Context: an optimization exercise on an open-source flow, tuned for small area. The choices shown serve that exercise and are no tape-out recipe.
The RTL was checked by simulation tests, not by an equivalence proof against the original design.
No activity file was given, so power comes from the tool's default toggle rates.

$ cat config.mk
export PLATFORM = sky130hd
export DESIGN_NAME = flowmeter_core
export DESIGN_NICKNAME = flowmeter_core
export VERILOG_FILES = /design/flow/design.v
export SDC_FILE = /design/flow/constraint.sdc
export NUM_CORES = 4
export LEC_CHECK = 0
export ABC_AREA = 1
export CAP_MARGIN = 20
export CORE_MARGIN = 2
export CORE_UTILIZATION = 60
export SLEW_MARGIN = 20
$ cat constraint.sdc
create_clock -name core_clock -period 18.0 [get_ports {clk}]
set_input_delay 3.6000 -clock core_clock [delete_from_list [all_inputs] [get_ports {clk}]]
set_output_delay 3.6000 -clock core_clock [all_outputs]
set_load 0.01 [all_outputs]
$ cat design.v
module fm_divider #(
    parameter NW = 24,           
    parameter DW = 16            
) (
    input  wire          clk,
    input  wire          rst_n,
    input  wire          start,
    input  wire [NW-1:0] num,
    input  wire [DW-1:0] den,
    output reg  [NW-1:0] quo,
    output reg           done
);
    localparam CW = $clog2(NW + 1);
    reg  [DW-1:0] rem;
    reg  [DW-1:0] den_r;
    reg  [CW-1:0] cnt;
    reg           busy;
    wire [DW:0]   trial = {rem, quo[NW-1]};
    wire          fits  = trial >= {1'b0, den_r};
    wire [DW:0]   diff  = trial - {1'b0, den_r};
    always @(posedge clk) begin
        if (!rst_n) begin
            rem   <= {DW{1'b0}};
            den_r <= {DW{1'b0}};
            quo   <= {NW{1'b0}};
            cnt   <= {CW{1'b0}};
            busy  <= 1'b0;
            done  <= 1'b0;
        end else begin
            done <= 1'b0;
            if (start) begin
                rem   <= {DW{1'b0}};
                den_r <= den;
                quo   <= num;
                cnt   <= NW[CW-1:0];
                busy  <= 1'b1;
            end else if (busy) begin
                rem <= fits ? diff[DW-1:0] : trial[DW-1:0];
                quo <= {quo[NW-2:0], fits};
                cnt <= cnt - 1'b1;
                if (cnt == 1) begin
                    busy <= 1'b0;
                    done <= 1'b1;
                end
            end
        end
    end
endmodule
module flowmeter_core (
    input  wire       clk,
    input  wire       rst_n,         
    input  wire       pulse_in,
    input  wire       tick_m,
    input  wire       tick_c,
    output wire       dac_clk,
    output wire       dac_data,
    output wire       dac_load,
    output wire [1:0] cstate,
    output wire       seq_fault
);
    localparam [30:0] KNUM = 31'd1105900000;
    function [23:0] seg_s;
        input [3:0] i;
        case (i)
            4'd0: seg_s = 24'd165885;
            4'd1: seg_s = 24'd248827;
            4'd2: seg_s = 24'd414713;
            4'd3: seg_s = 24'd473957;
            4'd4: seg_s = 24'd631943;
            4'd5: seg_s = 24'd473957;
            4'd6: seg_s = 24'd631943;
            4'd7: seg_s = 24'd1;
            4'd8: seg_s = 24'd99531;
            4'd9: seg_s = 24'd33177;
            4'd10: seg_s = 24'd3686333;
            4'd11: seg_s = 24'd3291369;
            4'd12: seg_s = 24'd3949643;
            4'd13: seg_s = 24'd110590;
            4'd14: seg_s = 24'd11059000;
            4'd15: seg_s = 24'd1;
        endcase
    endfunction
    function [7:0] seg_dc;
        input [3:0] i;
        case (i)
            4'd0: seg_dc = 8'd113;
            4'd1: seg_dc = 8'd150;
            4'd2: seg_dc = 8'd220;
            4'd3: seg_dc = 8'd180;
            4'd4: seg_dc = 8'd200;
            4'd5: seg_dc = 8'd150;
            4'd6: seg_dc = 8'd150;
            4'd7: seg_dc = 8'd0;
            4'd8: seg_dc = 8'd16;
            4'd9: seg_dc = 8'd4;
            4'd10: seg_dc = 8'd200;
            4'd11: seg_dc = 8'd50;
            4'd12: seg_dc = 8'd100;
            4'd13: seg_dc = 8'd1;
            4'd14: seg_dc = 8'd13;
            4'd15: seg_dc = 8'd0;
        endcase
    endfunction
    function [23:0] seg_r0;
        input [3:0] i;
        case (i)
            4'd0: seg_r0 = 24'd110590;
            4'd1: seg_r0 = 24'd138735;
            4'd2: seg_r0 = 24'd411672;
            4'd3: seg_r0 = 24'd366302;
            4'd4: seg_r0 = 24'd491858;
            4'd5: seg_r0 = 24'd294532;
            4'd6: seg_r0 = 24'd105844;
            4'd7: seg_r0 = 24'd0;
            4'd8: seg_r0 = 24'd55295;
            4'd9: seg_r0 = 24'd22118;
            4'd10: seg_r0 = 24'd3170011;
            4'd11: seg_r0 = 24'd364454;
            4'd12: seg_r0 = 24'd1404738;
            4'd13: seg_r0 = 24'd0;
            4'd14: seg_r0 = 24'd0;
            4'd15: seg_r0 = 24'd0;
        endcase
    endfunction
    function [11:0] seg_g;
        input [3:0] i;
        case (i)
            4'd0: seg_g = 12'd1214;
            4'd1: seg_g = 12'd4006;
            4'd2: seg_g = 12'd2232;
            4'd3: seg_g = 12'd3800;
            4'd4: seg_g = 12'd2628;
            4'd5: seg_g = 12'd3636;
            4'd6: seg_g = 12'd2044;
            4'd7: seg_g = 12'd4095;
            4'd8: seg_g = 12'd1444;
            4'd9: seg_g = 12'd2632;
            4'd10: seg_g = 12'd2920;
            4'd11: seg_g = 12'd2524;
            4'd12: seg_g = 12'd3368;
            4'd13: seg_g = 12'd2900;
            4'd14: seg_g = 12'd3770;
            4'd15: seg_g = 12'd37;
        endcase
    endfunction
    function [3:0] seg_of;
        input [23:0] v;
        begin
            if (v >= 24'd4000)      seg_of = 4'd15;    
            else if (v >= 24'd2500) seg_of = 4'd0;
            else if (v >= 24'd1600) seg_of = 4'd1;
            else if (v >= 24'd1000) seg_of = 4'd2;
            else if (v >= 24'd700)  seg_of = 4'd3;
            else if (v >= 24'd500)  seg_of = 4'd4;
            else if (v >= 24'd350)  seg_of = 4'd5;
            else if (v >= 24'd250)  seg_of = 4'd6;
            else if (v >= 24'd160)  seg_of = 4'd8;
            else if (v >= 24'd100)  seg_of = 4'd9;
            else if (v >= 24'd60)   seg_of = 4'd10;
            else if (v >= 24'd35)   seg_of = 4'd11;
            else if (v >= 24'd20)   seg_of = 4'd12;
            else if (v >= 24'd10)   seg_of = 4'd13;
            else if (v >= 24'd5)    seg_of = 4'd14;
            else                    seg_of = 4'd7;     
        end
    endfunction
    function [2:0] t3_of;
        input [23:0] v;
        begin
            if (v <= 24'd7)       t3_of = 3'd7;
            else if (v <= 24'd9)  t3_of = 3'd6;
            else if (v <= 24'd11) t3_of = 3'd5;
            else if (v <= 24'd13) t3_of = 3'd4;
            else if (v <= 24'd18) t3_of = 3'd3;
            else if (v <= 24'd27) t3_of = 3'd2;
            else if (v <= 24'd55) t3_of = 3'd1;
            else                  t3_of = 3'd0;
        end
    endfunction
    localparam [1:0] S_IDLE = 2'd0, S_DIV = 2'd1, S_HORN = 2'd2, S_DAC = 2'd3;
    reg         pin_prev;
    reg         inh;
    reg  [1:0]  st;
    reg  [6:0]  cnt;
    reg  [2:0]  t3;
    reg  [23:0] mt;          
    reg  [11:0] ct;          
    reg  [15:0] pc;          
    reg         nz;          
    reg  [23:0] snap;        
    reg  [11:0] sh;          
    reg         dclk, ddata, dload;
    assign dac_clk   = dclk;
    assign dac_data  = ddata;
    assign dac_load  = dload;
    assign seq_fault = 1'b0;
    assign cstate    = {inh, ~inh & nz};
    wire        win     = ~inh;
    wire        capture = win & pulse_in & ~pin_prev;
    wire [23:0] mt_inc  = (mt + 24'd1) | {{16{&mt}}, 8'd0};
    wire        trip    = ({1'b0, ct[11:8]} + {2'b0, t3}) >= 5'd9;
    wire [4:0]  step    = cnt[6:2];
    wire        kbit    = KNUM[5'd27 - step];
    wire        div1    = (st == S_DIV);
    wire [16:0] trial   = {mt[15:0], div1 ? snap[23] : kbit};
    wire [16:0] dv      = div1 ? {1'b0, pc} : {5'd0, snap[11:0]};
    wire [17:0] ddiff   = {1'b0, trial} - {1'b0, dv};
    wire        fits    = ~ddiff[17];
    wire [15:0] rem_nx  = fits ? ddiff[15:0] : trial[15:0];
    wire [3:0]  seg     = seg_of(snap);
    wire        down    = (seg == 4'd11);
    wire [23:0] s_c     = seg_s(seg);
    wire [7:0]  dc_c    = seg_dc(seg);
    wire [24:0] r       = {ct[8:0], pc};
    wire        sub1    = (cnt[1:0] == 2'd1);
    wire [24:0] hx      = sub1 ? {r[23:0], 1'b0} : r;
    wire [24:0] hy      = sub1 ? {17'd0, fits ? dc_c : 8'd0} : {1'b1, ~s_c};
    wire [25:0] hsum    = {1'b0, hx} + {1'b0, hy} + {25'd0, ~sub1};
    wire        ge      = hsum[25];
    wire        fin     = (cnt == 7'd112);
    wire [11:0] qy      = fin ? seg_g(seg) : (down ? 12'hFFF : 12'h001);
    wire [11:0] qsum    = sh + qy;
    wire [24:0] r0      = {1'b0, seg_r0(seg)};
    always @(posedge clk) begin
        pin_prev <= pulse_in;
        if (!rst_n) begin
            inh   <= 1'b1;
            st    <= S_IDLE;
            t3    <= 3'd0;
            dclk  <= 1'b0;
            ddata <= 1'b0;
            dload <= 1'b1;
        end else begin
            case (st)
                S_IDLE: begin
                    if (inh) begin
                        inh <= 1'b0;
                        mt  <= 24'd0;
                        ct  <= 12'd0;
                        pc  <= 16'd0;
                        nz  <= 1'b0;
                    end else if (trip) begin
                        inh <= 1'b1;
                        st  <= S_DIV;
                        cnt <= 7'd0;
                        mt  <= 24'd0;
                    end else begin
                        if (capture) begin
                            snap <= mt;
                            nz   <= 1'b1;
                            if (nz && pc != 16'hFFFE) pc <= pc + 16'd1;
                        end
                        if (tick_m) mt <= mt_inc;
                        if (tick_c) ct <= ct + 12'd1;
                    end
                end
                S_DIV: begin
                    mt[15:0] <= rem_nx;
                    snap     <= {snap[22:0], fits};
                    cnt      <= cnt + 7'd1;
                    if (cnt == 7'd23) begin
                        st  <= S_HORN;
                        cnt <= 7'd0;
                    end
                end
                S_HORN: begin
                    cnt <= cnt + 7'd1;
                    if (cnt == 7'd0) begin
                        mt[15:0] <= {13'd0, KNUM[30:28]};
                        {ct[8:0], pc} <= r0;
                        sh <= 12'd0;
                        t3 <= t3_of(snap);
                    end else if (fin) begin
                        sh  <= qsum;
                        st  <= S_DAC;
                        cnt <= 7'd0;
                    end else if (sub1) begin
                        mt[15:0] <= rem_nx;
                        {ct[8:0], pc} <= hsum[24:0];
                        sh <= {sh[10:0], 1'b0};
                    end else if (cnt[1] && ge) begin
                        {ct[8:0], pc} <= hsum[24:0];
                        sh <= qsum;
                    end
                end
                default: begin
                    cnt <= cnt + 7'd1;
                    if (cnt[5:2] != 4'd12) begin
                        case (cnt[1:0])
                            2'd0: dclk  <= 1'b0;
                            2'd1: ddata <= sh[11];
                            2'd2: dclk  <= 1'b1;
                            default: sh <= {sh[10:0], 1'b0};
                        endcase
                    end else begin
                        case (cnt[1:0])
                            2'd0: dclk  <= 1'b0;
                            2'd1: dload <= 1'b0;
                            2'd2: dload <= 1'b1;
                            default: st <= S_IDLE;
                        endcase
                    end
                end
            endcase
        end
    end
endmodule
$ cat run.sh
#!/bin/bash
# synth_recipe.tcl (not shown) runs the flow's synth.tcl, then flattens the netlist and writes it again
# the make line also repeats each setting of config.mk as NAME=value (left out here)
make -C /OpenROAD-flow-scripts/flow DESIGN_CONFIG=/design/flow/config.mk WORK_HOME=/design/flow/orfs CLKGATE_MAP_FILE= SYNTH_SCRIPT=/design/flow/synth_recipe.tcl finish
==> results of run 1 <==
==> kinds of logic (layout without fill, tap and decap cells) <==
| family | Yosys count | in the layout | synth area share |
|---|---|---|---|
| AND/OR/NAND/NOR | 662 | 662 | 0.266 |
| XOR/XNOR | 40 | 40 | 0.0325 |
| adder cells (fa/ha/maj) | 87 | 87 | 0.104 |
| buffers and inverters | 265 | 254 | 0.0963 |
| flip-flops | 106 | 106 | 0.286 |
| other | 1 | 1 | 0.000347 |
| multiplexers | 1 | 1 | 0.000927 |
| AO/OA/AOI/OAI | 405 | 405 | 0.214 |
==> critical path, stage by stage, from the launching register on <==
cell and delay [ns]:
dfxtp_1 0.34, inv_1 0.10, ha_2 0.53, buf_4 0.47
o21ai_0 0.28, ha_1 0.44, nand2_1 0.12, nor3b_1 0.33
nand4_1 0.12, nand3_1 0.10, buf_4 0.33, inv_1 0.28
a21oi_1 0.24, fa_1 0.23, inv_1 0.06, fa_1 0.41
o21ai_0 0.32, a21oi_1 0.21, o21ai_0 0.32, a31oi_1 0.19
o21ai_0 0.24, a21oi_1 0.10, o21ai_0 0.11, nand2_1 0.07
nand2_1 0.06, nand2_1 0.07
==> power by group through the flow <==
stage | combinational [mW] | sequential (mW) | clock, mW
final | 1.23 | 0.503 | 0.206
after global routing | 1.39 | 0.514 | 0.216
after CTS | 1.20 | 0.500 | 0.208
after detailed placement | 1.19 | 0.505 | 0
after global placement | 1.19 | 0.500 | 0
after floorplan | 0.921 | 0.462 | 0
==> worst min path at each step <==
stage                             from                 end  slack [ns]  cells past startpoint
global placement     dclk$_SDFFE_PN0P_   dclk$_SDFFE_PN0P_        0.49                      2
detailed placement   dclk$_SDFFE_PN0P_   dclk$_SDFFE_PN0P_        0.48                      2
floorplan           st[1]$_SDFFE_PN0P_  st[1]$_SDFFE_PN0P_        0.49                      2
CTS                  dclk$_SDFFE_PN0P_   dclk$_SDFFE_PN0P_        0.50                      2
global route         dclk$_SDFFE_PN0P_   dclk$_SDFFE_PN0P_        0.54                      2
finish               dclk$_SDFFE_PN0P_   dclk$_SDFFE_PN0P_        0.50                      2
==> registers in the layout (all words and copies together) (netlist names) <==
register / flops
inh: 1
nz: 1
pc: 16
snap: 24
st: 2
ddata: 1
cnt: 7
dclk: 1
sh: 12
ct: 12
pin_prev: 1
t3: 3
dload: 1
mt: 24
==> area by class of cell <==
| cell class | count | share of cell area |
|---|---|---|
| Tap cell | 229 | 0.0253 |
| Sequential cell | 106 | 0.272 |
| Clock inverter | 7 | 0.00651 |
| Clock buffer | 9 | 0.0199 |
| Timing Repair Buffer | 19 | 0.0146 |
| Inverter | 219 | 0.0727 |
| Multi-Input combinational cell | 1196 | 0.589 |
==> cells in the mapped netlist (8+ instances only) <==
cell type	number	share of area
xnor2_1	9	0.0073
clkbuf_1	26	0.0090
ha_1	82	0.095
a21oi_1	124	0.057
a31oi_1	16	0.0093
dfxtp_1	10	0.019
o21ai_1	8	0.0037
nand4_1	15	0.0087
nor2_1	152	0.053
o31ai_1	13	0.0090
edfxtp_1	96	0.27
xor2_1	31	0.025
nand3_1	77	0.036
nand2_1	344	0.12
nor3_1	25	0.012
o211ai_1	10	0.0070
inv_1	210	0.073
o21ai_0	176	0.082
==> through the flow <==
step,worst slack [ns],power [mW]
floorplan,12.43,1.38
global placement,11.81,1.69
detailed placement,11.77,1.69
CTS,11.76,1.91
global route,11.02,2.12
finish,11.67,1.93
==> layer usage <==
metal  share of wire  track usage  vias to the layer above
li1                -            -                     5282
met1            0.46        0.510                     4867
met2            0.43        0.515                      481
met3           0.081       0.0381                       60
met4           0.026        0.103                        0
met5               0            0                        -
==> impl_metrics.json, run 1 <==
{
  "outcome": "timing/DRC/antenna clean",
  "layout-drive-gt1-share": 0.0508,
  "stdcell_count": 1785,
  "fin_area_mm2": 0.0113,
  "worstPathMaxFanout": 46,
  "end_kind": "flop",
  "io_pins": 11,
  "track_usage": 0.339,
  "crit_path_start_kind": "flop",
  "cts.sinks": 106,
  "ys.warnings.count": 1,
  "cts_resized": 0,
  "dp.cells": 1769,
  "fmax_mhz": 158,
  "place_area_mm2": 0.0110,
  "start_util": 0.607,
  "power_switching_mw": 1.02,
  "cts.path.max_buffers": 2,
  "synth_area_mm2": 0.0108,
  "ys_types": 64,
  "reg2regPathDepth": 25,
  "reg2reg_setup_slack_ns": 11.67,
  "crit_required_ns": 18.12,
  "crit_arrival_ns": 6.45,
  "cts_hold_buf": 0,
  "finalSetupViolations": 0,
  "startpoint": "st[1]$_SDFFE_PN0P_",
  "syn_avg_cell_area_um2": 6.89,
  "die_h_um": 138,
  "power_density_mw_per_mm2": 171,
  "final_util": 0.638,
  "gr-total-overflow": 0,
  "mostFrequentLayoutCells": "nand2_1 (344), inv_1 (210), o21ai_0 (176)",
  "skew_ns": 0.0125,
  "grt_pass1_wl_mm": 52.2,
  "clk_latency_ns": 0.37,
  "seq_area_frac_synth": 0.286,
  "firstDrtPassIters": 8,
  "rows": 49,
  "clkPwrFrac": 0.106,
  "critPathCapture": "pc[12]$_DFFE_PP_",
  "antenna_found_initial": 0,
  "hpwl_mm": 24.7,
  "die_area_mm2": 0.0191,
  "internal-power_mw": 0.918,
  "pwr-share-seq": 0.260,
  "path_class": "flop to flop",
  "switching_share": 0.526,
  "layout.cells.most_common": "nand2_1",
  "io_buffers": 9,
  "grt_max_degree": 60,
  "vias": 10700,
  "wirelength_mm": 32.2,
  "ir_drop_mv": 0.128,
  "numCtsBuffers": 9,
  "core_area_mm2": 0.0178,
  "htreeDepth": 3,
  "syn_inst": 1567,
  "period_needed_ns": 6.33,
  "p_comb_frac": 0.634,
  "finalHoldViolations": 0,
  "cts_tree": "done",
  "ys_async_sr_fraction": 0,
  "register_area_mm2": 0.00308,
  "synth-edff-count": 96,
  "gp_congestion": 1.00,
  "synthesis.nets": 1659,
  "viasPerCell": 5.99,
  "clockRootBuffer": "clkbuf_16",
  "clk_pin_slew_ns": 0.08,
  "diodes": 0,
  "drtIter0Drc": 935,
  "p_leak_nw": 4.98,
  "remaining_drc_errors": 0,
  "relSlewSlack": 0.370,
  "multi_input_area_mm2": 0.00668,
  "synthFlopType": "edfxtp_1",
  "antenna_left": 0,
  "r2r-end": "pc[12]$_DFFE_PP_",
  "ys_ff_latch": 106,
  "drv_cap": 0,
  "area_delta_synth_final_pct": 5.04,
  "grt_pass1_vias": 9883,
  "final.setup.tns_ns": 0,
  "post_cts_buffers": 0,
  "worstMarginPinSlew_ns": 0.941,
  "fin_crit_sh": 0.352,
  "num-nets-final": 1643,
  "rr_startpoint": "st[1]$_SDFFE_PN0P_",
  "fill_cells": 1689,
  "maxSlewViolCount": 0,
  "hold_ws_ns": 0.497,
  "min_path_type": "flop to flop",
  "fp.dieW_um": 138,
  "rsz0062_at_grt": "false",
  "drt-wirelength-per-cell_um": 18.0
}
==> run 2: changes to the inputs <==
--- a/config.mk
+++ b/config.mk
@@ -9,4 +9,4 @@
 export CAP_MARGIN = 20
 export CORE_MARGIN = 2
-export CORE_UTILIZATION = 60
+export CORE_UTILIZATION = 80
 export SLEW_MARGIN = 20
==> impl_metrics.json, run 2 <==
{
  "outcome": "timing/DRC/antenna clean",
  "antenna_left": 0,
  "die_h_um": 120,
  "clockRootBuffer": "clkbuf_16",
  "synth_area_mm2": 0.0108,
  "crit_path_top_delay_cell": "nor2_1",
  "antenna_found_initial": 0,
  "seq_area_frac_synth": 0.286,
  "ys_async_sr_fraction": 0,
  "finalHoldViolations": 0,
  "fill_cells": 851,
  "cpPeakStageDelay_ns": 0.66,
  "fin_area_mm2": 0.0113,
  "synthesis.nets": 1659,
  "clk_pin_slew_ns": 0.08,
  "netlist.area_leader.share": 0.267,
  "path_class": "flop to flop",
  "yosysMostFrequentCell": "nand2_1",
  "gr-total-overflow": 0,
  "post-place-ws_ns": 11.90,
  "viasPerCell": 6.63,
  "ys_types": 64,
  "cp_top_family": "simple AND/OR/NAND/NOR gates",
  "numCtsBuffers": 9,
  "cts.path.max_buffers": 2,
  "track_usage": 0.446,
  "gp_congestion": 1.14,
  "rr_startpoint": "snap[7]$_DFFE_PP_",
  "power_density_mw_per_mm2": 172,
  "end_kind": "flop",
  "ir_drop_mv": 0.0935,
  "ys_top_cells_by_count": "nand2_1 (344), inv_1 (210), o21ai_0 (176)",
  "ys_ff_latch": 106,
  "cts_tree": "done",
  "setup_ws_ns": 11.70,
  "register_area_mm2": 0.00308,
  "die_area_mm2": 0.0144,
  "start_util": 0.818,
  "io_pins": 11,
  "rsz0062_at_grt": "false",
  "num-nets-final": 1642,
  "ys.warnings.count": 1,
  "top_regs": "mt: 24 flops, snap: 24 flops, pc: 16 flops",
  "cts.sinks": 106,
  "period_needed_ns": 6.30,
  "grt_max_degree": 79,
  "crit_required_ns": 18.00,
  "rows": 42,
  "syn_avg_cell_area_um2": 6.89,
  "multi_input_area_mm2": 0.00668,
  "diodes": 0,
  "mostFrequentLayoutCells": "nand2_1 (344), inv_1 (210), o21ai_0 (176)",
  "syn_inst": 1567,
  "post_cts_buffers": 0,
  "drt-wirelength-per-cell_um": 18.4,
  "hold_end": "dclk$_SDFFE_PN0P_",
  "fp.dieW_um": 120,
  "r2r-end": "ct[7]$_DFFE_PP_",
  "relSlewSlack": 0.370,
  "p_leak_nw": 4.98,
  "area_delta_synth_final_pct": 4.27,
  "whs_path_depth": 2,
  "final.setup.tns_ns": 0,
  "maxSlewViolCount": 0,
  "layout.cells.most_common": "nand2_1",
  "clk_latency_ns": 0.37,
  "core_area_mm2": 0.0132,
  "reg2regPathDepth": 42,
  "firstDrtPassIters": 7,
  "path_buf_inv": 4,
  "fin_crit_sh": 0.350,
  "grt_pass1_vias": 10300,
  "cts_resized": 0,
  "remaining_drc_errors": 0,
  "yosys.area.top_type": "edfxtp_1",
  "layout-drive-gt1-share": 0.0502,
  "worstMarginPinSlew_ns": 0.941,
  "wirelength_mm": 31.8,
  "skew_ns": 0.0115,
  "drv_cap": 0,
  "finalSetupViolations": 0,
  "grt_pass1_wl_mm": 50.9,
  "drtIter0Drc": 2189,
  "synth-edff-count": 96,
  "cts_hold_buf": 0,
  "fmax_mhz": 159,
  "crit_arrival_ns": 6.31,
  "synthFlopType": "edfxtp_1",
  "hpwl_mm": 23.7,
  "final_util": 0.853,
  "vias": 11500,
  "crit_top_cell": "nand2_1",
  "place_area_mm2": 0.0110,
  "synth.area.top_cells": "edfxtp_1 (27%), nand2_1 (12%), ha_1 (9.5%)",
  "min_path_type": "flop to flop",
  "reg2reg_setup_slack_ns": 11.70,
  "min_from": "dclk$_SDFFE_PN0P_",
  "htreeDepth": 3,
  "crit_path_start_kind": "flop",
  "worstPathMaxFanout": 9,
  "io_buffers": 9
}
## run 2: through the flow
| step | power [mW] | hold WS [ns] | cells |
|---|---|---|---|
| 6_report | 1.94 | 0.496 | 1731 |
| 5_1_grt | 2.08 | 0.523 | 1731 |
| 4_1_cts | 1.88 | 0.494 | 1731 |
| 3_5_place_dp | 1.68 | 0.473 | 1715 |
| 2_1_floorplan | 1.38 | 0.490 | 1567 |
| 3_3_place_gp | 1.64 | 0.477 | 1715 |
## run 2: how the worst max path moves through the flow
stage / from / endpoint / slack (ns) / cells after the start
after floorplan: rst_n / snap[0]$_DFFE_PP_ / 12.43 / 3
after global placement: rst_n / sh[10]$_DFFE_PP_ / 12.02 / 5
after detailed placement: snap[11]$_DFFE_PP_ / ct[0]$_DFFE_PP_ / 11.90 / 37
after CTS: snap[11]$_DFFE_PP_ / ct[0]$_DFFE_PP_ / 11.88 / 37
after global routing: snap[3]$_DFFE_PP_ / ct[0]$_DFFE_PP_ / 11.21 / 37
final: snap[7]$_DFFE_PP_ / ct[7]$_DFFE_PP_ / 11.70 / 42
## run 2: power by group
| part | switching (mW) | internal [mW] |
|---|---|---|
| Clock | 0.104 | 0.0968 |
| Sequential | 0.105 | 0.400 |
| Combinational | 0.812 | 0.418 |
## run 2: worst reg2reg max path, delay by kind of cell (launching register included)
family,cells,cell delay (ns)
AOI/OAI and AO/OA,7,0.90
DFF,1,0.57
buffers and inverters,4,0.53
and+or+nand+nor,29,3.27
adders and majority gates,2,0.67
## run 2: layout make-up
cell class	count	area share
clock buffers	9	0.0200
clock inverters	7	0.00567
inverters	219	0.0733
multi-input cells	1196	0.594
flip-flops and latches	106	0.274
well taps	176	0.0196
repair buffers	18	0.0140
## run 2: routing by layer
metal | global-route usage | up-vias | share of wire
met4 | 0.218 | 0 | 0.050
met2 | 0.659 | 950 | 0.43
met1 | 0.626 | 5080 | 0.39
met3 | 0.0908 | 158 | 0.14
li1 | - | 5282 | -
met5 | 0 | - | 0
## run 2: cell families (layout without fill, tap and decap cells)
family / after synthesis / count (layout) / synth area share
DFF: 106 / 106 / 0.286
adders and majority gates: 87 / 87 / 0.104
AOI/OAI and AO/OA: 405 / 405 / 0.214
and+or+nand+nor: 662 / 662 / 0.266
buffers and inverters: 265 / 253 / 0.0963
muxes: 1 / 1 / 0.000927
xor gates and xnor gates: 40 / 40 / 0.0325
other: 1 / 1 / 0.000347

[port drivers added, routing unchanged]
How much do the figures lean on ideal ports? The routed layouts below were timed once more, with nothing changed but the port constraints. Step 1 sets driving cells, clkbuf_16 on the clock port and buf_2 on the other inputs (assumed; they add their load-dependent delay and slew). Step 2 also shifts input and output timing later by t, the mid clock arrival at the registers, as if the neighbouring blocks saw the same clock. Three values: no drivers, after step 1, after step 2; two values: the first two.
run | t, ns | slack for setup (ns) | worst hold slack (ns) | latest minus earliest clock arrival (ns)
run 1 | 0.414 | 11.673 / 11.673 / 11.673 | 0.497 / 0.497 / 0.497 | 0.013 / 0.013
run 2 | 0.411 | 11.695 / 11.695 / 11.695 | 0.496 / 0.496 / 0.496 | 0.011 / 0.012
After both steps setup and hold are still met in every run listed.
